This design comes from an exercise in tuning for small area, a short achievable clock period and few clock cycles per item on the open sky130 flow, not from production work.
RTL that was checked went through simulation tests only; none was proved equivalent to the original.
For runs 1 and 3, only the layout was checked, not whether the RTL still works.

## flow/config.mk

```make
export PLATFORM = sky130hd
export DESIGN_NAME = aes128_ctr
export DESIGN_NICKNAME = aes128_ctr
export VERILOG_FILES = /design/flow/design.v
export SDC_FILE = /design/flow/constraint.sdc
export NUM_CORES = 8
export LEC_CHECK = 0
export CAP_MARGIN = 20
export CORE_MARGIN = 2
export CORE_UTILIZATION = 50
export CTS_CLUSTER_DIAMETER = 100
export CTS_CLUSTER_SIZE = 22
export PLACE_DENSITY = 0.6
export SETUP_SLACK_MARGIN = 5
export SLEW_MARGIN = 20
export SYNTH_HIERARCHICAL = 1
```

## flow/constraint.sdc

```tcl
create_clock -name core_clock -period 10.0 [get_ports {clk}]
set_input_delay 2.0000 -clock core_clock [delete_from_list [all_inputs] [get_ports {clk}]]
set_output_delay 2.0000 -clock core_clock [all_outputs]
set_load 0.01 [all_outputs]
```

## flow/flow/run.sh

```bash
#!/bin/bash
set -euo pipefail
SETUP_MARGIN=6.3
bash standard.sh SETUP_SLACK_MARGIN=$SETUP_MARGIN finish > standard_flow.log 2>&1
```

## flow/design.v

```verilog
module aes_sbox_a (input wire [7:0] a, output wire [3:0] m, output wire [7:0] t);
  wire T4, T5, T7, T10, T11, T12, T13, T14, T15, T17, T18, T19, T21, T22, T23, T24, T25, T26, T27, M1, M2, M3, M4, M5, M6, M7, M8, M9, M10, M11, M12, M13, M14, M15, M16, M17, M18, M19, M20, M21, M22, M23, M24, M25, M26, M27, M28, M29, M30, M31, M32, M33, M34, M35, M36;
  sb_xor u_T1 (.a(a[7]), .b(a[4]), .y(t[7]));
  sb_xor u_T2 (.a(a[7]), .b(a[2]), .y(t[6]));
  sb_xor u_T3 (.a(a[7]), .b(a[1]), .y(t[5]));
  sb_xor u_T4 (.a(a[4]), .b(a[2]), .y(T4));
  sb_xor u_T5 (.a(a[3]), .b(a[1]), .y(T5));
  sb_xor u_T6 (.a(t[7]), .b(T5), .y(t[4]));
  sb_xor u_T7 (.a(a[6]), .b(a[5]), .y(T7));
  sb_xor u_T8 (.a(a[0]), .b(t[4]), .y(t[3]));
  sb_xor u_T9 (.a(a[0]), .b(T7), .y(t[2]));
  sb_xor u_T10 (.a(t[4]), .b(T7), .y(T10));
  sb_xor u_T11 (.a(a[6]), .b(a[2]), .y(T11));
  sb_xor u_T12 (.a(a[5]), .b(a[2]), .y(T12));
  sb_xor u_T13 (.a(t[5]), .b(T4), .y(T13));
  sb_xor u_T14 (.a(t[4]), .b(T11), .y(T14));
  sb_xor u_T15 (.a(T5), .b(T11), .y(T15));
  sb_xor u_T16 (.a(T5), .b(T12), .y(t[1]));
  sb_xor u_T17 (.a(t[2]), .b(t[1]), .y(T17));
  sb_xor u_T18 (.a(a[4]), .b(a[0]), .y(T18));
  sb_xor u_T19 (.a(T7), .b(T18), .y(T19));
  sb_xor u_T20 (.a(t[7]), .b(T19), .y(t[0]));
  sb_xor u_T21 (.a(a[1]), .b(a[0]), .y(T21));
  sb_xor u_T22 (.a(T7), .b(T21), .y(T22));
  sb_xor u_T23 (.a(t[6]), .b(T22), .y(T23));
  sb_xor u_T24 (.a(t[6]), .b(T10), .y(T24));
  sb_xor u_T25 (.a(t[0]), .b(T17), .y(T25));
  sb_xor u_T26 (.a(t[5]), .b(t[1]), .y(T26));
  sb_xor u_T27 (.a(t[7]), .b(T12), .y(T27));
  sb_nand u_M1 (.a(T13), .b(t[4]), .y(M1));
  sb_nand u_M2 (.a(T23), .b(t[3]), .y(M2));
  sb_xnor u_M3 (.a(T14), .b(M1), .y(M3));
  sb_nand u_M4 (.a(T19), .b(a[0]), .y(M4));
  sb_xor u_M5 (.a(M4), .b(M1), .y(M5));
  sb_nand u_M6 (.a(t[5]), .b(t[1]), .y(M6));
  sb_nand u_M7 (.a(T22), .b(t[2]), .y(M7));
  sb_xnor u_M8 (.a(T26), .b(M6), .y(M8));
  sb_nand u_M9 (.a(t[0]), .b(T17), .y(M9));
  sb_xor u_M10 (.a(M9), .b(M6), .y(M10));
  sb_nand u_M11 (.a(t[7]), .b(T15), .y(M11));
  sb_nand u_M12 (.a(T4), .b(T27), .y(M12));
  sb_xor u_M13 (.a(M12), .b(M11), .y(M13));
  sb_nand u_M14 (.a(t[6]), .b(T10), .y(M14));
  sb_xor u_M15 (.a(M14), .b(M11), .y(M15));
  sb_xnor u_M16 (.a(M3), .b(M2), .y(M16));
  sb_xor u_M17 (.a(M5), .b(T24), .y(M17));
  sb_xnor u_M18 (.a(M8), .b(M7), .y(M18));
  sb_xor u_M19 (.a(M10), .b(M15), .y(M19));
  sb_xor u_M20 (.a(M16), .b(M13), .y(M20));
  sb_xor u_M21 (.a(M17), .b(M15), .y(M21));
  sb_xor u_M22 (.a(M18), .b(M13), .y(M22));
  sb_xor u_M23 (.a(M19), .b(T25), .y(M23));
  sb_xnor u_M24 (.a(M22), .b(M23), .y(M24));
  sb_nand u_M25 (.a(M22), .b(M20), .y(M25));
  sb_xor u_M26 (.a(M21), .b(M25), .y(M26));
  sb_xnor u_M27 (.a(M20), .b(M21), .y(M27));
  sb_xor u_M28 (.a(M23), .b(M25), .y(M28));
  sb_nor u_M29 (.a(M28), .b(M27), .y(M29));
  sb_nor u_M30 (.a(M26), .b(M24), .y(M30));
  sb_nand u_M31 (.a(M20), .b(M23), .y(M31));
  sb_nor u_M32 (.a(M27), .b(M31), .y(M32));
  sb_xor u_M33 (.a(M27), .b(M25), .y(M33));
  sb_nand u_M34 (.a(M21), .b(M22), .y(M34));
  sb_nor u_M35 (.a(M24), .b(M34), .y(M35));
  sb_xor u_M36 (.a(M24), .b(M25), .y(M36));
  sb_xor u_M37 (.a(M21), .b(M29), .y(m[3]));
  sb_xor u_M38 (.a(M32), .b(M33), .y(m[2]));
  sb_xor u_M39 (.a(M23), .b(M30), .y(m[1]));
  sb_xor u_M40 (.a(M35), .b(M36), .y(m[0]));
endmodule
module aes_sbox_b (input wire [7:0] t, input wire [3:0] m, output wire [7:0] y);
  wire T4, T19, T22, T23, T13, U7, T27, T10, T17, T15, M41, M42, M43, M44, M45, M46, M47, M48, M49, M50, M51, M52, M53, M54, M55, M56, M57, M58, M59, M60, M61, M62, M63, L0, L1, L2, L3, L4, L5, L6, L7, L8, L9, L10, L11, L12, L13, L14, L15, L16, L17, L18, L19, L20, L21, L22, L23, L24, L25, L26, L27, L28, L29;
  sb_xor u_T4 (.a(t[7]), .b(t[6]), .y(T4));
  sb_xor u_T19 (.a(t[7]), .b(t[0]), .y(T19));
  sb_xor u_T22 (.a(t[5]), .b(t[0]), .y(T22));
  sb_xor u_T23 (.a(t[6]), .b(T22), .y(T23));
  sb_xor u_T13 (.a(t[5]), .b(T4), .y(T13));
  sb_xor u_U7 (.a(t[4]), .b(t[3]), .y(U7));
  sb_xor u_T27 (.a(t[4]), .b(t[1]), .y(T27));
  sb_xor u_T10 (.a(t[3]), .b(t[2]), .y(T10));
  sb_xor u_T17 (.a(t[2]), .b(t[1]), .y(T17));
  sb_xor u_T15 (.a(U7), .b(T17), .y(T15));
  sb_xor u_M41 (.a(m[2]), .b(m[0]), .y(M41));
  sb_xor u_M42 (.a(m[3]), .b(m[1]), .y(M42));
  sb_xor u_M43 (.a(m[3]), .b(m[2]), .y(M43));
  sb_xor u_M44 (.a(m[1]), .b(m[0]), .y(M44));
  sb_xor u_M45 (.a(M42), .b(M41), .y(M45));
  sb_nand u_M46 (.a(M44), .b(t[4]), .y(M46));
  sb_nand u_M47 (.a(m[0]), .b(t[3]), .y(M47));
  sb_nand u_M48 (.a(m[1]), .b(U7), .y(M48));
  sb_nand u_M49 (.a(M43), .b(t[1]), .y(M49));
  sb_nand u_M50 (.a(m[2]), .b(t[2]), .y(M50));
  sb_nand u_M51 (.a(m[3]), .b(T17), .y(M51));
  sb_nand u_M52 (.a(M42), .b(T15), .y(M52));
  sb_nand u_M53 (.a(M45), .b(T27), .y(M53));
  sb_nand u_M54 (.a(M41), .b(T10), .y(M54));
  sb_nand u_M55 (.a(M44), .b(T13), .y(M55));
  sb_nand u_M56 (.a(m[0]), .b(T23), .y(M56));
  sb_nand u_M57 (.a(m[1]), .b(T19), .y(M57));
  sb_nand u_M58 (.a(M43), .b(t[5]), .y(M58));
  sb_nand u_M59 (.a(m[2]), .b(T22), .y(M59));
  sb_nand u_M60 (.a(m[3]), .b(t[0]), .y(M60));
  sb_nand u_M61 (.a(M42), .b(t[7]), .y(M61));
  sb_nand u_M62 (.a(M45), .b(T4), .y(M62));
  sb_nand u_M63 (.a(M41), .b(t[6]), .y(M63));
  sb_xor u_L0 (.a(M61), .b(M62), .y(L0));
  sb_xor u_L1 (.a(M50), .b(M56), .y(L1));
  sb_xor u_L2 (.a(M46), .b(M48), .y(L2));
  sb_xor u_L3 (.a(M47), .b(M55), .y(L3));
  sb_xor u_L4 (.a(M54), .b(M58), .y(L4));
  sb_xor u_L5 (.a(M49), .b(M61), .y(L5));
  sb_xnor u_L6 (.a(M62), .b(L5), .y(L6));
  sb_xnor u_L7 (.a(M46), .b(L3), .y(L7));
  sb_xor u_L8 (.a(M51), .b(M59), .y(L8));
  sb_xor u_L9 (.a(M52), .b(M53), .y(L9));
  sb_xnor u_L10 (.a(M53), .b(L4), .y(L10));
  sb_xnor u_L11 (.a(M60), .b(L2), .y(L11));
  sb_xor u_L12 (.a(M48), .b(M51), .y(L12));
  sb_xnor u_L13 (.a(M50), .b(L0), .y(L13));
  sb_xor u_L14 (.a(M52), .b(M61), .y(L14));
  sb_xnor u_L15 (.a(M55), .b(L1), .y(L15));
  sb_xnor u_L16 (.a(M56), .b(L0), .y(L16));
  sb_xnor u_L17 (.a(M57), .b(L1), .y(L17));
  sb_xnor u_L18 (.a(M58), .b(L8), .y(L18));
  sb_xnor u_L19 (.a(M63), .b(L4), .y(L19));
  sb_xor u_L20 (.a(L0), .b(L1), .y(L20));
  sb_xor u_L21 (.a(L1), .b(L7), .y(L21));
  sb_xor u_L22 (.a(L3), .b(L12), .y(L22));
  sb_xor u_L23 (.a(L18), .b(L2), .y(L23));
  sb_xor u_L24 (.a(L15), .b(L9), .y(L24));
  sb_xor u_L25 (.a(L6), .b(L10), .y(L25));
  sb_xor u_L26 (.a(L7), .b(L9), .y(L26));
  sb_xor u_L27 (.a(L8), .b(L10), .y(L27));
  sb_xor u_L28 (.a(L11), .b(L14), .y(L28));
  sb_xor u_L29 (.a(L11), .b(L17), .y(L29));
  sb_xor u_S0 (.a(L6), .b(L24), .y(y[7]));
  sb_xnor u_S1 (.a(L16), .b(L26), .y(y[6]));
  sb_xnor u_S2 (.a(L19), .b(L28), .y(y[5]));
  sb_xor u_S3 (.a(L6), .b(L21), .y(y[4]));
  sb_xor u_S4 (.a(L20), .b(L22), .y(y[3]));
  sb_xor u_S5 (.a(L25), .b(L29), .y(y[2]));
  sb_xnor u_S6 (.a(L13), .b(L27), .y(y[1]));
  sb_xnor u_S7 (.a(L6), .b(L23), .y(y[0]));
endmodule
module sb_nand (input wire a, input wire b, output wire y);
  assign y = ~(a & b);
endmodule
module sb_nor (input wire a, input wire b, output wire y);
  assign y = ~(a | b);
endmodule
module sb_xnor (input wire a, input wire b, output wire y);
  assign y = ~(a ^ b);
endmodule
module sb_xor (input wire a, input wire b, output wire y);
  assign y = a ^ b;
endmodule
module aes128_ctr (
    input  wire         clk,
    input  wire         rst,
    input  wire         cmd_valid,
    output wire         cmd_ready,
    input  wire [2:0]   cmd_op,
    input  wire [4:0]   cmd_len,
    input  wire [127:0] cmd_data,
    output reg          res_valid,
    output reg          res_err,
    output reg  [127:0] res_data
);
  localparam OP_KEYEXP = 3'd0;
  localparam OP_ENCB   = 3'd1;
  localparam OP_SETCTR = 3'd2;
  localparam OP_CTRX   = 3'd3;
  localparam OP_CLR    = 3'd4;
  localparam NS = 20;           
  reg [127:0] key;
  reg         kvalid;
  reg [127:0] ctr;
  reg [128*NS-1:0] dt_all;      
  reg              s0_key;      
  reg              s0_set;      
  reg              s0_inc;      
  reg              s0_clr;      
  reg [127:0] ctr_inc;           
  wire [127:0] ctr_now    = s0_clr ? 128'd0 :
                            s0_set ? dt_all[0 +: 128] :
                            s0_inc ? ctr_inc : ctr;
  wire         kvalid_now = s0_key | (kvalid & ~s0_clr);
  always @(posedge clk) begin
    ctr     <= ctr_now;
    ctr_inc <= ctr_now + 128'd1;
    kvalid  <= kvalid_now;
    if (s0_key) key <= dt_all[0 +: 128];
  end
  reg         sk_v;         
  reg         rdy;          
  reg [19:0]  kstep;        
  assign cmd_ready = rdy;
  wire         in_v    = sk_v | cmd_valid;
  wire [2:0]   in_op   = sk_v ? OP_KEYEXP : cmd_op;
  wire [4:0]   in_len  = cmd_len;
  wire [127:0] in_data = sk_v ? dt_all[0 +: 128] : cmd_data;
  wire op_key   = (in_op == OP_KEYEXP);
  wire op_enc   = (in_op == OP_ENCB);
  wire op_set   = (in_op == OP_SETCTR);
  wire op_ctr   = (in_op == OP_CTRX);
  wire op_clr   = (in_op == OP_CLR);
  wire op_ill   = in_op[2] & (in_op[1] | in_op[0]);
  wire len_big  = in_len[4] & (|in_len[3:0]);
  wire len_zero = ~(|in_len);
  wire kc_busy = |kstep[18:0];
  wire stall   = op_key & kc_busy;
  wire go    = in_v & ~stall & ~rst;    
  wire enc_go   = op_enc & kvalid_now;
  wire ctr_go   = op_ctr & kvalid_now & ~len_big & ~len_zero;
  wire cmd_err  = op_ill | (op_enc & ~kvalid_now) | (op_ctr & (~kvalid_now | len_big));
  wire [4:0] cmd_keep = enc_go ? 5'd16 : (ctr_go ? in_len : 5'd0);
  always @(posedge clk) begin
    sk_v <= in_v & stall & ~rst;
    rdy  <= ~(in_v & stall & ~rst);
    s0_key <= go & op_key;
    s0_set <= go & op_set;
    s0_inc <= go & ctr_go;
    s0_clr <= rst | (go & op_clr);
  end
  reg  [127:0] kc;
  reg  [15:0]  kmid;         
  reg  [31:0]  klin;         
  wire [15:0]  kmid_d;
  wire [31:0]  klin_d;
  wire [31:0]  ksub;
  reg  [7:0]   rcon;
  wire         kwr = kstep[1] | kstep[3] | kstep[5] | kstep[7] | kstep[9] |
                     kstep[11] | kstep[13] | kstep[15] | kstep[17] | kstep[19];
  always @(*) begin
    rcon = 8'h00;
    if (kstep[1])  rcon = rcon | 8'h01;
    if (kstep[3])  rcon = rcon | 8'h02;
    if (kstep[5])  rcon = rcon | 8'h04;
    if (kstep[7])  rcon = rcon | 8'h08;
    if (kstep[9])  rcon = rcon | 8'h10;
    if (kstep[11]) rcon = rcon | 8'h20;
    if (kstep[13]) rcon = rcon | 8'h40;
    if (kstep[15]) rcon = rcon | 8'h80;
    if (kstep[17]) rcon = rcon | 8'h1b;
    if (kstep[19]) rcon = rcon | 8'h36;
  end
  wire [31:0] krot = {kc[23:0], kc[31:24]};
  genvar i;
  generate
    for (i = 0; i < 4; i = i + 1) begin : g_ksub
      aes_sbox_a u_a (.a(krot[31-8*i -: 8]), .m(kmid_d[15-4*i -: 4]), .t(klin_d[31-8*i -: 8]));
      aes_sbox_b u_b (.t(klin[31-8*i -: 8]), .m(kmid[15-4*i -: 4]), .y(ksub[31-8*i -: 8]));
    end
  endgenerate
  wire [31:0]  kt  = ksub ^ {rcon, 24'h000000};
  wire [31:0]  kp0 = kc[127:96];
  wire [31:0]  kp1 = kp0 ^ kc[95:64];
  wire [31:0]  kp2 = kp1 ^ kc[63:32];
  wire [31:0]  kp3 = kp2 ^ kc[31:0];
  wire [127:0] knext = {kp0 ^ kt, kp1 ^ kt, kp2 ^ kt, kp3 ^ kt};
  always @(posedge clk) begin
    kmid  <= kmid_d;
    klin  <= klin_d;
    kstep <= {kstep[18:0], go & op_key};
    if (!kc_busy)  kc <= in_data;
    else if (kwr)  kc <= knext;
  end
  reg [128*10-1:0] rk_all;
  integer kr;
  always @(posedge clk) begin
    for (kr = 1; kr <= 9; kr = kr + 1)
      if (kstep[2*kr]) rk_all[128*(kr-1) +: 128] <= kc;
    if (kstep[19]) rk_all[128*9 +: 128] <= knext;
  end
  reg [128*10-1:0] st_all;      
  reg [128*10-1:0] ht_all;      
  reg [64*10-1:0]  hm_all;      
  reg [NS-1:0]     v_all;       
  reg [NS-1:0]     e_all;       
  reg [NS-1:0]     c_all;       
  reg [5*NS-1:0]   k_all;       
  wire [128*10-1:0] ak_all;     
  wire [64*10-1:0]  ha_all;     
  wire [128*10-1:0] hl_all;     
  wire [128*9-1:0]  rnd_all;    
  assign ak_all[0 +: 128] = st_all[0 +: 128] ^ key;
  generate
    for (i = 2; i <= 10; i = i + 1) begin : g_ark
      assign ak_all[128*(i-1) +: 128] = st_all[128*(i-1) +: 128] ^ rk_all[128*(i-2) +: 128];
    end
    for (i = 1; i <= 10; i = i + 1) begin : g_half_a
      aes_round_a u_ra (
          .s(ak_all[128*(i-1) +: 128]),
          .m(ha_all[64*(i-1) +: 64]),
          .t(hl_all[128*(i-1) +: 128]));
    end
    for (i = 1; i <= 9; i = i + 1) begin : g_half_b
      aes_round_b u_rb (
          .t (ht_all[128*(i-1) +: 128]),
          .m (hm_all[64*(i-1) +: 64]),
          .y (rnd_all[128*(i-1) +: 128]));
    end
  endgenerate
  integer j;
  always @(posedge clk) begin
    st_all[0 +: 128] <= op_enc ? in_data : ctr_now;
    for (j = 1; j <= 9; j = j + 1)
      st_all[128*j +: 128] <= rnd_all[128*(j-1) +: 128];
    ht_all <= hl_all;
    hm_all <= ha_all;
    dt_all[0 +: 128] <= in_data;
    v_all[0]         <= go;
    e_all[0]         <= cmd_err;
    c_all[0]         <= op_ctr;
    k_all[0 +: 5]    <= cmd_keep;
    for (j = 1; j < NS; j = j + 1) begin
      dt_all[128*j +: 128] <= dt_all[128*(j-1) +: 128];
      v_all[j]             <= v_all[j-1] & ~rst;
      e_all[j]             <= e_all[j-1];
      c_all[j]             <= c_all[j-1];
      k_all[5*j +: 5]      <= k_all[5*(j-1) +: 5];
    end
  end
  wire [127:0] last;
  aes_last_round_b u_last (
      .t (ht_all[128*9 +: 128]),
      .m (hm_all[64*9 +: 64]),
      .rk(rk_all[128*9 +: 128]),
      .y (last));
  wire [4:0]   keep_l = k_all[5*(NS-1) +: 5];
  reg  [127:0] keep_mask;
  integer b;
  always @(*) begin
    for (b = 0; b < 16; b = b + 1)
      keep_mask[127-8*b -: 8] = (b < keep_l) ? 8'hff : 8'h00;
  end
  always @(posedge clk) begin
    res_valid <= v_all[NS-1] & ~rst;
    res_err   <= e_all[NS-1];
    res_data  <= (last ^ (dt_all[128*(NS-1) +: 128] & {128{c_all[NS-1]}})) & keep_mask;
  end
endmodule
module aes_round_a (
    input  wire [127:0] s,
    output wire [63:0]  m,
    output wire [127:0] t
);
  genvar i;
  generate
    for (i = 0; i < 16; i = i + 1) begin : g_sub
      aes_sbox_a u_sbox (.a(s[127-8*i -: 8]), .m(m[63-4*i -: 4]), .t(t[127-8*i -: 8]));
    end
  endgenerate
endmodule
module aes_round_b (
    input  wire [127:0] t,
    input  wire [63:0]  m,
    output wire [127:0] y
);
  wire [127:0] sb;
  wire [127:0] sr;
  wire [127:0] mc;
  genvar i, c;
  generate
    for (i = 0; i < 16; i = i + 1) begin : g_sub
      aes_sbox_b u_sbox (.t(t[127-8*i -: 8]), .m(m[63-4*i -: 4]), .y(sb[127-8*i -: 8]));
    end
    for (i = 0; i < 16; i = i + 1) begin : g_shift
      assign sr[127-8*i -: 8] = sb[127-8*((i % 4) + 4*(((i / 4) + (i % 4)) % 4)) -: 8];
    end
    for (c = 0; c < 4; c = c + 1) begin : g_mix
      aes_mix_column u_mix (.a(sr[127-32*c -: 32]), .b(mc[127-32*c -: 32]));
    end
  endgenerate
  assign y = mc;
endmodule
module aes_mix_column (
    input  wire [31:0] a,
    output wire [31:0] b
);
  wire [31:0] t;     
  wire [31:0] xt;    
  wire [31:0] u;     
  genvar i, k;
  generate
    for (i = 0; i < 4; i = i + 1) begin : g_byte
      for (k = 0; k < 8; k = k + 1) begin : g_bit
        sb_xor u_t (.a(a[31-8*i-7+k]), .b(a[31-8*((i+1)%4)-7+k]), .y(t[31-8*i-7+k]));
        sb_xor u_u (.a(a[31-8*((i+1)%4)-7+k]), .b(t[31-8*((i+2)%4)-7+k]), .y(u[31-8*i-7+k]));
        sb_xor u_b (.a(xt[31-8*i-7+k]), .b(u[31-8*i-7+k]), .y(b[31-8*i-7+k]));
        if (k == 1 || k == 3 || k == 4) begin : g_red
          sb_xor u_x (.a(t[31-8*i-7+k-1]), .b(t[31-8*i]), .y(xt[31-8*i-7+k]));
        end else if (k == 0) begin : g_lsb
          assign xt[31-8*i-7] = t[31-8*i];
        end else begin : g_shl
          assign xt[31-8*i-7+k] = t[31-8*i-7+k-1];
        end
      end
    end
  endgenerate
endmodule
module aes_last_round_b (
    input  wire [127:0] t,
    input  wire [63:0]  m,
    input  wire [127:0] rk,
    output wire [127:0] y
);
  wire [127:0] sb;
  wire [127:0] sr;
  genvar i;
  generate
    for (i = 0; i < 16; i = i + 1) begin : g_sub
      aes_sbox_b u_sbox (.t(t[127-8*i -: 8]), .m(m[63-4*i -: 4]), .y(sb[127-8*i -: 8]));
    end
    for (i = 0; i < 16; i = i + 1) begin : g_shift
      assign sr[127-8*i -: 8] = sb[127-8*((i % 4) + 4*(((i / 4) + (i % 4)) % 4)) -: 8];
    end
  endgenerate
  assign y = sr ^ rk;
endmodule
```

## flow/standard.sh

```bash
#!/bin/bash
# synth_recipe.tcl (not shown) runs the flow's synth.tcl, then flattens the netlist and writes it again
# the make line also repeats each setting of config.mk as NAME=value (left out here)
make -C /OpenROAD-flow-scripts/flow DESIGN_CONFIG=/design/flow/config.mk WORK_HOME=/design/flow/orfs CLKGATE_MAP_FILE= SYNTH_SCRIPT=/design/flow/synth_recipe.tcl "${@:-finish}"
```

==> impl_metrics.sql, run 1 <==
INSERT INTO impl_metrics (metric_group, metric, value, unit) VALUES
('clock_tree', 'tritoncts.num_buffers', '435', ''),
('critical_path', 'critical_path_depth', '9', ''),
('synth', 'syn_area_per_cell', '10.6', 'um^2'),
('synth', 'dominantRegCellSynth', 'dfxtp_1', ''),
('synth', 'synth.cell_area', '0.406', 'mm^2'),
('clock_tree', 'clk-insertion-delay-late', '1.17', 'ns'),
('clock_tree', 'clk_path_buf_depth', '4', ''),
('route', 'overall_routed_net_length', '1290000', 'um'),
('route', 'via_count', '254000', ''),
('global_route', 'first_pass_grt_wire_length', '1780000', 'um'),
('min_path', 'min-delay-start', 'dt_all[207]$_DFF_P_', ''),
('min_path', 'holdPathEnd', 'dt_all[335]$_DFF_P_', ''),
('final_layout', 'syn_to_final_growth', '10.8', '%'),
('synth', 'synth_seq_area_share', '0.428', ''),
('timing', 'final.period_utilization', '0.393', ''),
('timing', 'fin_tns_setup', '0', 'ns'),
('critical_path', 'worst_path_most_repeated_cell', 'buf_12', ''),
('min_path', 'worst_hold_path.num_cells', '0', ''),
('global_route', 'number_of_global_route_vias_before_repair', '247000', ''),
('critical_path', 'cell_chain_critical_path', 'buf_12, a211oi_2, nand4_1, buf_4, nor4_4, buf_12, nand4_2, nor3_1, xor2_1', ''),
('floorplan', 'start_util', '0.501', ''),
('placement', 'place_worst_setup_slack', '5.03', 'ns'),
('synth', 'synth.top_cells.by_area', 'xor2_1 42%, dfxtp_1 31%, edfxtp_1 11%, xnor2_1 7.3%, nand2_1 4.8%', ''),
('run_status', 'outcome', 'failed layout checks', ''),
('floorplan', 'die_width', '905', 'um'),
('synth', 'synthMostInstantiatedCell', 'xor2_1', ''),
('clock_tree', 'clkTransAtPathRegs', '0.10', 'ns'),
('synth', 'asyncSetResetFlopFracSynth', '0', ''),
('run_status', 'checkFailReasons', 'antenna rules', ''),
('route', 'antenna_violating_nets_post_route', '1', ''),
('critical_path', 'timing.rr.end', 'ctr_inc[98]$_DFF_P_', ''),
('timing', 'slew_headroom', '0.0756', ''),
('critical_path', 'critical_path.max_fanout', '106', ''),
('critical_path', 'timing.critical_path.buf_inv', '3', ''),
('clock_tree', 'root_buffer', 'clkbuf_16', ''),
('floorplan', 'floorplan.io_pins', '270', ''),
('critical_path', 'timing.critical_path.slowest_stage_cell', 'a211oi_2', ''),
('timing', 'clock_skew', '0.113', 'ns'),
('route', 'drt-wirelength-per-cell', '25.2', 'um'),
('critical_path', 'worst-r2r-cell-count', '9', ''),
('min_path', 'hold_path_class', 'flip-flop to flip-flop', ''),
('critical_path', 'setup.reg_to_reg.worst_slack', '6.07', 'ns'),
('placement', 'placement.io_buffers', '269', ''),
('route', 'post_drt_via_cell_ratio', '4.96', ''),
('floorplan', 'fp.dieH', '905', 'um'),
('timing', 'fmax', '0.254', 'GHz'),
('placement', 'placed_wire_length_estimate', '992000', 'um'),
('final_layout', 'post_route_cells_drive_above_1_share', '0.0636', ''),
('clock_tree', 'cts_htree_levels', '5', ''),
('critical_path', 'startpoint_type', 'flip-flop', ''),
('synth', 'portion_of_synthesized_cell_area_occupied_by_the_leading_cell_type', '0.417', ''),
('timing', 'setup-violations-final', '0', ''),
('timing', 'grt_setup_unrepaired', 'yes', ''),
('timing', 'slew_viol_final', '0', ''),
('global_route', 'overflow', '0', ''),
('route', 'post-route-drc-count', '0', ''),
('clock_tree', 'tritoncts_num_sinks', '7916', ''),
('timing', 'final.min_clock_period', '3.93', 'ns'),
('global_route', 'antenna_found_initial', '222', ''),
('floorplan', 'floorplan.rows', '331', ''),
('timing', 'max_slew.worst_pin.slew', '1.38', 'ns'),
('synth', 'postSynthNetCount', '38400', ''),
('final_layout', 'final_net_count', '39400', ''),
('synth', 'yosysWarningCount', '7', ''),
('critical_path', 'worst-endpoint-required', '11.08', 'ns'),
('critical_path', 'crit_path_end_kind', 'flip-flop', ''),
('timing', 'hold-worst-slack', '0.300', 'ns'),
('critical_path', 'crit-reg2reg-launch', 's0_clr$_DFF_P_', '');
==> worst max-delay path by stage <==
stage,start,end,slack (ns)
global route,kmid[10]$_DFF_P_,kc[22]$_DFFE_PP_,6.11
global placement,cmd_op[2],st_all[40]$_DFF_P_,4.95
detailed placement,cmd_op[2],st_all[60]$_DFF_P_,5.03
finish,s0_clr$_DFF_P_,ctr_inc[98]$_DFF_P_,6.07
CTS,res_data[99]$_DFF_P_,res_data[99],6.17
floorplan,kstep[0]$_DFF_P_,kc[0]$_DFFE_PP_,6.49
==> routing by layer <==
metal / global-route usage / up-vias / share of wire
met5: 0 / - / 0.00016
met4: 0.132 / 32 / 0.040
met1: 0.406 / 123000 / 0.43
li1: - / 120000 / -
met2: 0.477 / 8315 / 0.46
met3: 0.0486 / 1756 / 0.070
==> placed cells by master, fill, tap and decap left out, types with 373 or more instances in the layout <==
cell / n
nand2_1: 5149
xor2_1: 18300
nor2_1: 1027
buf_4: 373
xor2_2: 1008
dfxtp_1: 6320
clkbuf_16: 440
diode_2: 674
xnor2_1: 3353
edfxtp_1: 1536
==> stage by stage <==
step | utilization | instance area (um^2) | cells
2_1_floorplan | - | 406000 | 38300
3_3_place_gp | 0.523 | 424000 | 49600
3_5_place_dp | 0.524 | 425000 | 49600
4_1_cts | 0.543 | 441000 | 50400
5_1_grt | 0.554 | 449000 | 50700
6_report | 0.555 | 450000 | 51100
==> cell type report <==
type                       count  area, um^2
clock inverter               112        1600
fill                       71400      361000
multi-input combinational  30000      241000
inverter                     225         850
antenna                      674        1690
sequential                  7916      174000
clock buffer                 632       11800
timing repair buffer         688        5740
tap                        10800       13500
==> state kept, by name, summed over array words and instances, names as in the netlist, 16 cells and up <==
register	cells
ctr	128
res_data	128
v_all	20
ht_all	1280
st_all	1280
dt_all	2560
kstep	20
kmid	16
key	128
klin	32
ctr_inc	128
k_all	100
c_all	20
kc	128
e_all	20
hm_all	640
rk_all	1280
==> per-module statistics from Yosys (local to each module, per instance), excerpt <==
| module | area [um^2] | cells inside |
|---|---|---|
| sb_nor | 3.75 | 1 |
| aes128_ctr | 201000 | 11700 |
| sb_nand | 3.75 | 1 |
| sb_xor | 8.76 | 1 |
| aes_last_round_b | 1120 | 128 |
| sb_xnor | 8.76 | 1 |
==> kinds of logic (layout without fill, tap and decap cells) <==
| group | Yosys count | after routing | share of synthesized area |
|---|---|---|---|
| flip-flops | 7916 | 7916 | 0.428 |
| multiplexers | 288 | 288 | 0.00711 |
| buffers and inverters | 378 | 1657 | 0.00395 |
| AO/OA/AOI/OAI | 368 | 368 | 0.00622 |
| other | 0 | 674 | 0 |
| adder cells (fa/ha/maj) | 1 | 1 | 0.0000308 |
| AND/OR/NAND/NOR | 6609 | 6610 | 0.0644 |
| XOR/XNOR | 22700 | 22700 | 0.490 |
==> what timing repair did <==
item                                    in CTS  in global routing
buffers inserted                            37                 47
gates resized for setup                    991                962
hold buffers                                 0                  0
cloned                                       3                  0
endpoints found under the setup margin     676                910
pin swaps                                   24                 27
==> worst register-to-register path: cells and delay by family (launching register included) <==
family | cells | cell delay (ns)
AOI/OAI and AO/OA | 1 | 1.12
xor gates and xnor gates | 1 | 0.16
buffers and inverters | 3 | 0.69
DFF | 1 | 0.52
and+or+nand+nor | 4 | 1.36
==> run 2, diff against run 1 <==
--- a/flow/design.v
+++ b/flow/design.v
@@ -187,7 +187,9 @@
   wire         kvalid_now = s0_key | (kvalid & ~s0_clr);
   always @(posedge clk) begin
     ctr     <= ctr_now;
-    ctr_inc <= ctr_now + 128'd1;
+    ctr_inc <= s0_clr ? 128'd1 :
+               s0_set ? dt_all[0 +: 128] + 128'd1 :
+               s0_inc ? ctr_inc + 128'd1 : ctr_inc;
     kvalid  <= kvalid_now;
     if (s0_key) key <= dt_all[0 +: 128];
   end
==> flow/flow/run.sh (replaced) <==
#!/bin/bash
set -euo pipefail
SETUP_MARGIN=6.5
bash standard.sh SETUP_SLACK_MARGIN=$SETUP_MARGIN finish > standard_flow.log 2>&1
--- a/flow/config.mk
+++ b/flow/config.mk
@@ -9,7 +9,7 @@
 export CORE_MARGIN = 2
 export CORE_UTILIZATION = 50
 export CTS_CLUSTER_DIAMETER = 100
-export CTS_CLUSTER_SIZE = 22
+export CTS_CLUSTER_SIZE = 20
 export PLACE_DENSITY = 0.6
 export SETUP_SLACK_MARGIN = 5
 export SLEW_MARGIN = 20
==> impl_metrics.sql, run 2 <==
INSERT INTO impl_metrics (metric_group, metric, value, unit) VALUES
('placement', 'globalplace.congestion', '0.970', ''),
('final_layout', 'syn_to_final_growth', '14.5', '%'),
('critical_path', 'startpoint_type', 'flip-flop', ''),
('clock_tree', 'tritoncts_clock_tree', 'done', ''),
('synth', 'dominantRegCellSynth', 'dfxtp_1', ''),
('synth', 'top_cells_by_instance_count_after_synthesis', '19400 x xor2_1, 6380 x dfxtp_1, 5337 x nand2_1', ''),
('synth', 'postSynthCellCount', '39200', ''),
('clock_tree', 'clkTransAtPathRegs', '0.08', 'ns'),
('timing', 'final.min_clock_period', '3.69', 'ns'),
('min_path', 'holdPathEnd', 'dt_all[930]$_DFF_P_', ''),
('min_path', 'min-delay-start', 'dt_all[802]$_DFF_P_', ''),
('critical_path', 'crit_path_start', 'res_err$_DFF_P_', ''),
('final_layout', 'post_route_cells_drive_above_1_share', '0.102', ''),
('critical_path', 'critical_path.max_stage_delay', '0.31', 'ns'),
('timing', 'final.period_utilization', '0.369', ''),
('synth', 'yosysWarningCount', '7', ''),
('final_layout', 'fill_cells', '70300', ''),
('placement', 'placement.io_buffers', '269', ''),
('final_layout', 'final_cell_mix', '17300 x xor2_1, 6249 x dfxtp_1, 5326 x nand2_1', ''),
('critical_path', 'crit_path_end_kind', 'primary output', ''),
('synth', 'syn_area_per_cell', '10.5', 'um^2'),
('synth', 'synth-edff-count', '1536', ''),
('global_route', 'antenna_found_initial', '255', ''),
('critical_path', 'crit-reg2reg-launch', 'ht_all[1229]$_DFF_P_', ''),
('placement', 'placed_wire_length_estimate', '1040000', 'um'),
('min_path', 'hold_path_class', 'flip-flop to flip-flop', ''),
('final_layout', 'layout.cells.most_common', 'xor2_1', ''),
('global_route', 'grt.total_usage', '0.309', ''),
('final_layout', 'max_flop_register', 'dt_all', ''),
('synth', 'portion_of_synthesized_cell_area_occupied_by_the_leading_cell_type', '0.412', ''),
('route', 'antenna_violating_nets_post_route', '4', ''),
('route', 'post_drt_via_cell_ratio', '5.03', ''),
('floorplan', 'die_width', '911', 'um'),
('critical_path', 'critPathKind', 'flip-flop to primary output', ''),
('synth', 'postSynthNetCount', '39400', ''),
('timing', 'clock_skew', '0.187', 'ns'),
('synth', 'yosysUniqueCellTypes', '74', ''),
('floorplan', 'floorplan.rows', '333', ''),
('global_route', 'first_pass_grt_wire_length', '1860000', 'um'),
('floorplan', 'fp.dieH', '911', 'um'),
('floorplan', 'fp.dieArea', '0.830', 'mm^2'),
('route', 'via_count', '262000', ''),
('clock_tree', 'clk-insertion-delay-late', '1.26', 'ns'),
('synth', 'asyncSetResetFlopFracSynth', '0', ''),
('critical_path', 'critical_path.max_fanout', '1', ''),
('critical_path', 'timing.rr.end', 'res_data[15]$_DFF_P_', ''),
('clock_tree', 'tritoncts.num_buffers', '468', ''),
('timing', 'setup-violations-final', '0', ''),
('synth', 'synth.cell_area', '0.412', 'mm^2'),
('floorplan', 'floorplan.io_pins', '270', ''),
('timing', 'finalHoldViolCount', '0', ''),
('global_route', 'number_of_global_route_vias_before_repair', '257000', ''),
('floorplan', 'core_region_area', '0.821', 'mm^2'),
('clock_tree', 'cts_htree_levels', '5', ''),
('run_status', 'checkFailReasons', 'antenna rules', ''),
('clock_tree', 'root_buffer', 'clkbuf_16', ''),
('timing', 'max_slew.worst_pin.slew', '1.25', 'ns'),
('global_route', 'overflow', '0', ''),
('synth', 'synthMostInstantiatedCell', 'xor2_1', ''),
('synth', 'synth.top_cells.by_area', 'xor2_1 41%, dfxtp_1 31%, edfxtp_1 11%, xnor2_1 7.3%, nand2_1 4.9%', ''),
('timing', 'grt_setup_unrepaired', 'yes', ''),
('critical_path', 'timing.critical_path.buf_inv', '1', ''),
('run_status', 'outcome', 'failed layout checks', ''),
('critical_path', 'worst-endpoint-arrival', '1.69', 'ns'),
('timing', 'slew_viol_final', '0', ''),
('route', 'detailedRoute.firstIterationViolations', '23300', ''),
('clock_tree', 'tritoncts_num_sinks', '7916', ''),
('route', 'overall_routed_net_length', '1340000', 'um'),
('synth', 'ys_ff_latch', '7916', ''),
('placement', 'place_worst_setup_slack', '4.77', 'ns'),
('route', 'drt-wirelength-per-cell', '25.8', 'um'),
('clock_tree', 'postCtsHoldBufs', '0', ''),
('timing', 'fin_tns_setup', '0', 'ns'),
('timing', 'slew_headroom', '0.163', ''),
('timing', 'fmax', '0.271', 'GHz'),
('critical_path', 'worst-r2r-cell-count', '10', ''),
('synth', 'cell_accounting_for_the_most_synthesized_area', 'xor2_1', ''),
('critical_path', 'path_delay_family', 'flip-flops', ''),
('critical_path', 'timing.critical_path.slowest_stage_cell', 'dfxtp_1', ''),
('timing', 'postLayoutSetupSlackWorst', '6.31', 'ns'),
('global_route', 'grt_max_degree', '136', ''),
('min_path', 'worst_hold_path.num_cells', '0', ''),
('run', 'max-cap-violations', '0', ''),
('route', 'drt_pass1_iterations', '7', ''),
('clock_tree', 'clk_path_buf_depth', '4', ''),
('critical_path', 'worst-endpoint-required', '8.00', 'ns'),
('critical_path', 'setup.reg_to_reg.worst_slack', '6.41', 'ns'),
('floorplan', 'start_util', '0.501', ''),
('final_layout', 'final_net_count', '40500', ''),
('final_layout', 'number_of_flip_flops_in_the_largest_register', '2560', ''),
('synth', 'synth_seq_area_share', '0.422', ''),
('critical_path', 'cell_chain_critical_path', 'buf_2', ''),
('route', 'post-route-drc-count', '0', '');
## run 2: layer usage
layer  vias to the layer above  GRT usage  wire length (um)
met2                      8514      0.496            623000
met4                        30      0.144             61600
met3                      1868     0.0426             90000
met5                         -          0               220
li1                     123000          -                 -
met1                    129000      0.414            570000
## run 2: worst max path at each step
stage                     slack, ns                   endpoint  depth (start not counted)
after floorplan                5.91   ctr_inc[74]$_SDFFE_PP0P_                         22
after global placement         4.83  ctr_inc[113]$_SDFFE_PP0P_                          9
after detailed placement       4.77  ctr_inc[113]$_SDFFE_PP0P_                          9
after CTS                      6.20                  cmd_ready                          1
after global routing           6.25                  cmd_ready                          1
final                          6.31                    res_err                          1
## run 2: modules after synthesis, one instance, submodules excluded, excerpt
module,cells inside,area [um^2],times used
aes_last_round_b,128,1120,1
sb_nand,1,3.75,4920
sb_xor,1,8.76,17700
sb_xnor,1,8.76,3280
sb_nor,1,3.75,656
aes128_ctr,12600,206000,1
## run 2: final cells by class
class / instances / area (um^2) / share of cell area
inverter: 96 / 362 / 0.000767
timing repair buffer: 966 / 8780 / 0.0186
sequential: 7916 / 174000 / 0.369
clock buffer: 690 / 12800 / 0.0271
tap: 10900 / 13600 / 0.0289
clock inverter: 104 / 1530 / 0.00324
multi-input combinational: 31000 / 259000 / 0.549
antenna: 589 / 1470 / 0.00313
## run 2: logic make-up after synthesis
logic type      count (synthesis)  synth area share
compound gates                522           0.00794
xor+xnor                    22800             0.485
simple gates                 7194            0.0696
buf+inv                       340           0.00329
mux                           431            0.0113
fa+ha+maj                       1         0.0000304
flops                        7916             0.422
## run 2: stage by stage
step                instance area (um^2)  cells  utilization  hold slack (ns)
floorplan                         412000  39200            -            0.310
global placement                  430000  50500        0.524            0.310
detailed placement                430000  50500        0.524            0.312
CTS                               453000  51400        0.551            0.223
global route                      470000  51800        0.573            0.225
finish                            471000  52200        0.574            0.242
## run 2: timing repair
item	CTS	global route
pin swaps	37	251
endpoints found under the setup margin	1181	1381
resized for setup	1692	1807
buffers inserted	85	221
gates cloned	4	7
## run 2: worst register-to-register path: stages (launching register included)
cell and delay (ns):
dfxtp_1 0.42, xor2_1 0.24, xor2_1 0.18, nand2_1 0.13, xor2_1 0.44, xnor2_1 0.20
xor2_1 0.27, xor2_2 0.64, xor2_1 0.68, xor2_1 0.21, nor2_1 0.05
Testbench counts of run 2, summed over its fixed seeds: cycles 1,128, blocks 896.
==> run 3, diff against run 2 <==
--- a/flow/design.v
+++ b/flow/design.v
@@ -180,6 +180,7 @@
   reg              s0_set;      
   reg              s0_inc;      
   reg              s0_clr;      
+  reg              s0_enc;      
   reg [127:0] ctr_inc;           
   wire [127:0] ctr_now    = s0_clr ? 128'd0 :
                             s0_set ? dt_all[0 +: 128] :
@@ -223,6 +224,7 @@
     s0_set <= go & op_set;
     s0_inc <= go & ctr_go;
     s0_clr <= rst | (go & op_clr);
+    s0_enc <= op_enc;
   end
   reg  [127:0] kc;
   reg  [15:0]  kmid;         
@@ -274,7 +276,7 @@
       if (kstep[2*kr]) rk_all[128*(kr-1) +: 128] <= kc;
     if (kstep[19]) rk_all[128*9 +: 128] <= knext;
   end
-  reg [128*10-1:0] st_all;      
+  reg [128*10-1:128] st_all;    
   reg [128*10-1:0] ht_all;      
   reg [64*10-1:0]  hm_all;      
   reg [NS-1:0]     v_all;       
@@ -285,7 +287,7 @@
   wire [64*10-1:0]  ha_all;     
   wire [128*10-1:0] hl_all;     
   wire [128*9-1:0]  rnd_all;    
-  assign ak_all[0 +: 128] = st_all[0 +: 128] ^ key;
+  assign ak_all[0 +: 128] = (s0_enc ? dt_all[0 +: 128] : ctr) ^ key;
   generate
     for (i = 2; i <= 10; i = i + 1) begin : g_ark
       assign ak_all[128*(i-1) +: 128] = st_all[128*(i-1) +: 128] ^ rk_all[128*(i-2) +: 128];
@@ -305,7 +307,6 @@
   endgenerate
   integer j;
   always @(posedge clk) begin
-    st_all[0 +: 128] <= op_enc ? in_data : ctr_now;
     for (j = 1; j <= 9; j = j + 1)
       st_all[128*j +: 128] <= rnd_all[128*(j-1) +: 128];
     ht_all <= hl_all;
==> flow/flow/run.sh (replaced) <==
#!/bin/bash
set -euo pipefail
SETUP_MARGIN=6.4
bash standard.sh SETUP_SLACK_MARGIN=$SETUP_MARGIN finish > standard_flow.log 2>&1
==> impl_metrics.sql, run 3 <==
INSERT INTO impl_metrics (metric_group, metric, value, unit) VALUES
('floorplan', 'fp.dieArea', '0.825', 'mm^2'),
('timing', 'slew_viol_final', '0', ''),
('timing', 'setup-violations-final', '0', ''),
('final_layout', 'layout.cells.most_common', 'xor2_1', ''),
('timing', 'slew_headroom', '0.0599', ''),
('clock_tree', 'postCtsHoldBufs', '0', ''),
('final_layout', 'number_of_flip_flops_in_the_largest_register', '2560', ''),
('clock_tree', 'cts_htree_levels', '5', ''),
('synth', 'asyncSetResetFlopFracSynth', '0', ''),
('floorplan', 'fp.dieH', '908', 'um'),
('synth', 'syn_area_per_cell', '10.5', 'um^2'),
('timing', 'max_slew.worst_pin.slew', '1.40', 'ns'),
('critical_path', 'worst-r2r-cell-count', '9', ''),
('critical_path', 'worst-endpoint-required', '11.09', 'ns'),
('synth', 'synth_compound_area_frac', '0.00823', ''),
('route', 'post_drt_via_cell_ratio', '5.07', ''),
('global_route', 'first_pass_grt_wire_length', '1940000', 'um'),
('clock_tree', 'tritoncts_num_sinks', '7789', ''),
('route', 'post-route-drc-count', '0', ''),
('critical_path', 'setup.reg_to_reg.worst_slack', '6.18', 'ns'),
('synth', 'synth_seq_area_share', '0.419', ''),
('run_status', 'outcome', 'timing/DRC/antenna clean', ''),
('route', 'detailedRoute.firstIterationViolations', '23800', ''),
('placement', 'placed_wire_length_estimate', '1120000', 'um'),
('clock_tree', 'clkTransAtPathRegs', '0.09', 'ns'),
('global_route', 'number_of_global_route_vias_before_repair', '259000', ''),
('floorplan', 'floorplan.io_pins', '270', ''),
('synth', 'ys_ff_latch', '7789', ''),
('synth', 'synth-simple-area-share', '0.0692', ''),
('global_route', 'antenna_found_initial', '248', ''),
('synth', 'postSynthCellCount', '39000', ''),
('route', 'drt-wirelength-per-cell', '27.3', 'um'),
('synth', 'synthMostInstantiatedCell', 'xor2_1', ''),
('final_layout', 'final_net_count', '40600', ''),
('floorplan', 'die_width', '908', 'um'),
('critical_path', 'path_delay_family', 'XOR/XNOR gates', ''),
('synth', 'synth.cell_area', '0.409', 'mm^2'),
('critical_path', 'crit_path_start', 'ht_all[1211]$_DFF_P_', ''),
('critical_path', 'startpoint_type', 'flip-flop', ''),
('placement', 'globalplace.congestion', '1.02', ''),
('min_path', 'min-delay-start', 'dt_all[1690]$_DFF_P_', ''),
('clock_tree', 'root_buffer', 'clkbuf_16', ''),
('synth', 'fraction_of_the_mapped_netlist_area_in_adder_cells', '0.0000306', ''),
('final_layout', 'post_layout_nonfiller_instances', '52200', ''),
('global_route', 'grt.total_usage', '0.331', ''),
('timing', 'grt_setup_unrepaired', 'yes', ''),
('run', 'max-cap-violations', '0', ''),
('floorplan', 'core_region_area', '0.816', 'mm^2'),
('critical_path', 'critical_path.max_stage_delay', '1.03', 'ns'),
('critical_path', 'critical_path_depth', '9', ''),
('global_route', 'grt_max_degree', '109', ''),
('synth', 'synth-xor-area-share', '0.488', ''),
('critical_path', 'worst-endpoint-arrival', '4.91', 'ns'),
('clock_tree', 'clk-insertion-delay-late', '1.24', 'ns'),
('critical_path', 'critical_path.max_fanout', '3', ''),
('global_route', 'overflow', '0', ''),
('synth', 'portion_of_synthesized_cell_area_occupied_by_the_leading_cell_type', '0.412', ''),
('final_layout', 'fill_cells', '69800', ''),
('final_layout', 'post_route_cells_drive_above_1_share', '0.113', ''),
('timing', 'clock_skew', '0.176', 'ns'),
('placement', 'place_inst', '50300', ''),
('critical_path', 'crit_path_end_kind', 'flip-flop', ''),
('floorplan', 'floorplan.rows', '332', ''),
('timing', 'final.period_utilization', '0.382', ''),
('critical_path', 'timing.rr.end', 'res_data[61]$_DFF_P_', ''),
('clock_tree', 'tritoncts_clock_tree', 'done', ''),
('synth', 'synth-edff-count', '1536', ''),
('critical_path', 'timing.critical_path.buf_inv', '0', '');
run 3: metal layers:
layer / vias up / track usage / share of wire
met5: - / 0 / 0.00046
met1: 129000 / 0.401 / 0.39
met2: 9466 / 0.535 / 0.47
met3: 2565 / 0.0596 / 0.069
met4: 42 / 0.231 / 0.074
li1: 123000 / - / -
run 3: worst min-delay path by stage:
stage	endpoint	slack, ns	depth (start not counted)
CTS	dt_all[1818]$_DFF_P_	0.19	0
global route	dt_all[1322]$_DFF_P_	0.20	0
finish	dt_all[1818]$_DFF_P_	0.17	0
floorplan	c_all[10]$_DFF_P_	0.31	0
detailed placement	dt_all[2294]$_DFF_P_	0.31	0
global placement	dt_all[1210]$_DFF_P_	0.31	0
run 3: stage by stage:
step	util	cell area [um^2]	worst slack, ns	hold WS, ns
global route	0.576	470000	6.13	0.197
detailed placement	0.525	429000	5.19	0.312
CTS	0.555	453000	6.14	0.192
global placement	0.525	429000	5.25	0.309
finish	0.577	471000	6.18	0.167
floorplan	-	409000	6.40	0.310
run 3: area by class of cell:
| class | instances | area, um^2 | share of cell area |
|---|---|---|---|
| multi-input combinational | 30900 | 259000 | 0.549 |
| sequential | 7789 | 172000 | 0.364 |
| tap | 10900 | 13600 | 0.0289 |
| clock buffer | 656 | 12500 | 0.0266 |
| timing repair buffer | 1233 | 11100 | 0.0237 |
| antenna | 608 | 1520 | 0.00323 |
| clock inverter | 103 | 1430 | 0.00304 |
| inverter | 85 | 322 | 0.000683 |
run 3: kinds of logic after synthesis:
| family | after synthesis |
|---|---|
| XOR/XNOR | 22800 |
| flip-flops | 7789 |
| AND/OR/NAND/NOR | 7084 |
| AO/OA/AOI/OAI | 522 |
| multiplexers | 463 |
| buffers and inverters | 337 |
| adder cells (fa/ha/maj) | 1 |
run 3: modules after synthesis (local to each module, per instance), a selection:
module	cells	area, um^2
aes128_ctr	12300	203000
aes_last_round_b	128	1120
sb_nand	1	3.75
sb_xnor	1	8.76
sb_nor	1	3.75
sb_xor	1	8.76
run 3: timing repair:
item | CTS | global route
cloned | 15 | 10
resized for setup | 1809 | 1821
pin swaps | 127 | 333
buffers inserted | 200 | 279
endpoints found under the setup margin | 1103 | 1335

## static timing again, ports no longer ideal
No port has a modelled driver above. Below, the same layouts with a new extraction and two added sets of constraints. Step 1 assumes that a clkbuf_16 drives the clock port and a buf_2 every other input. Step 2 also shifts input and output timing later by t, the mid clock arrival at the registers, as if the neighbouring blocks saw the same clock. Three values: ideal, step 1, step 2; two values: the first two.
run | shift t [ns] | setup slack, ns | worst setup path at the end
run 1 | 1.280 | 6.069 / 6.069 / 5.330 | input to register
run 2 | 1.310 | 6.314 / 6.154 / 5.782 | input to register
run 3 | 1.316 | 6.178 / 6.039 / 5.718 | input to register
For run 1, which loses most, drivers alone change the setup slack by 0.000 ns; drivers and shift together by -0.739 ns.
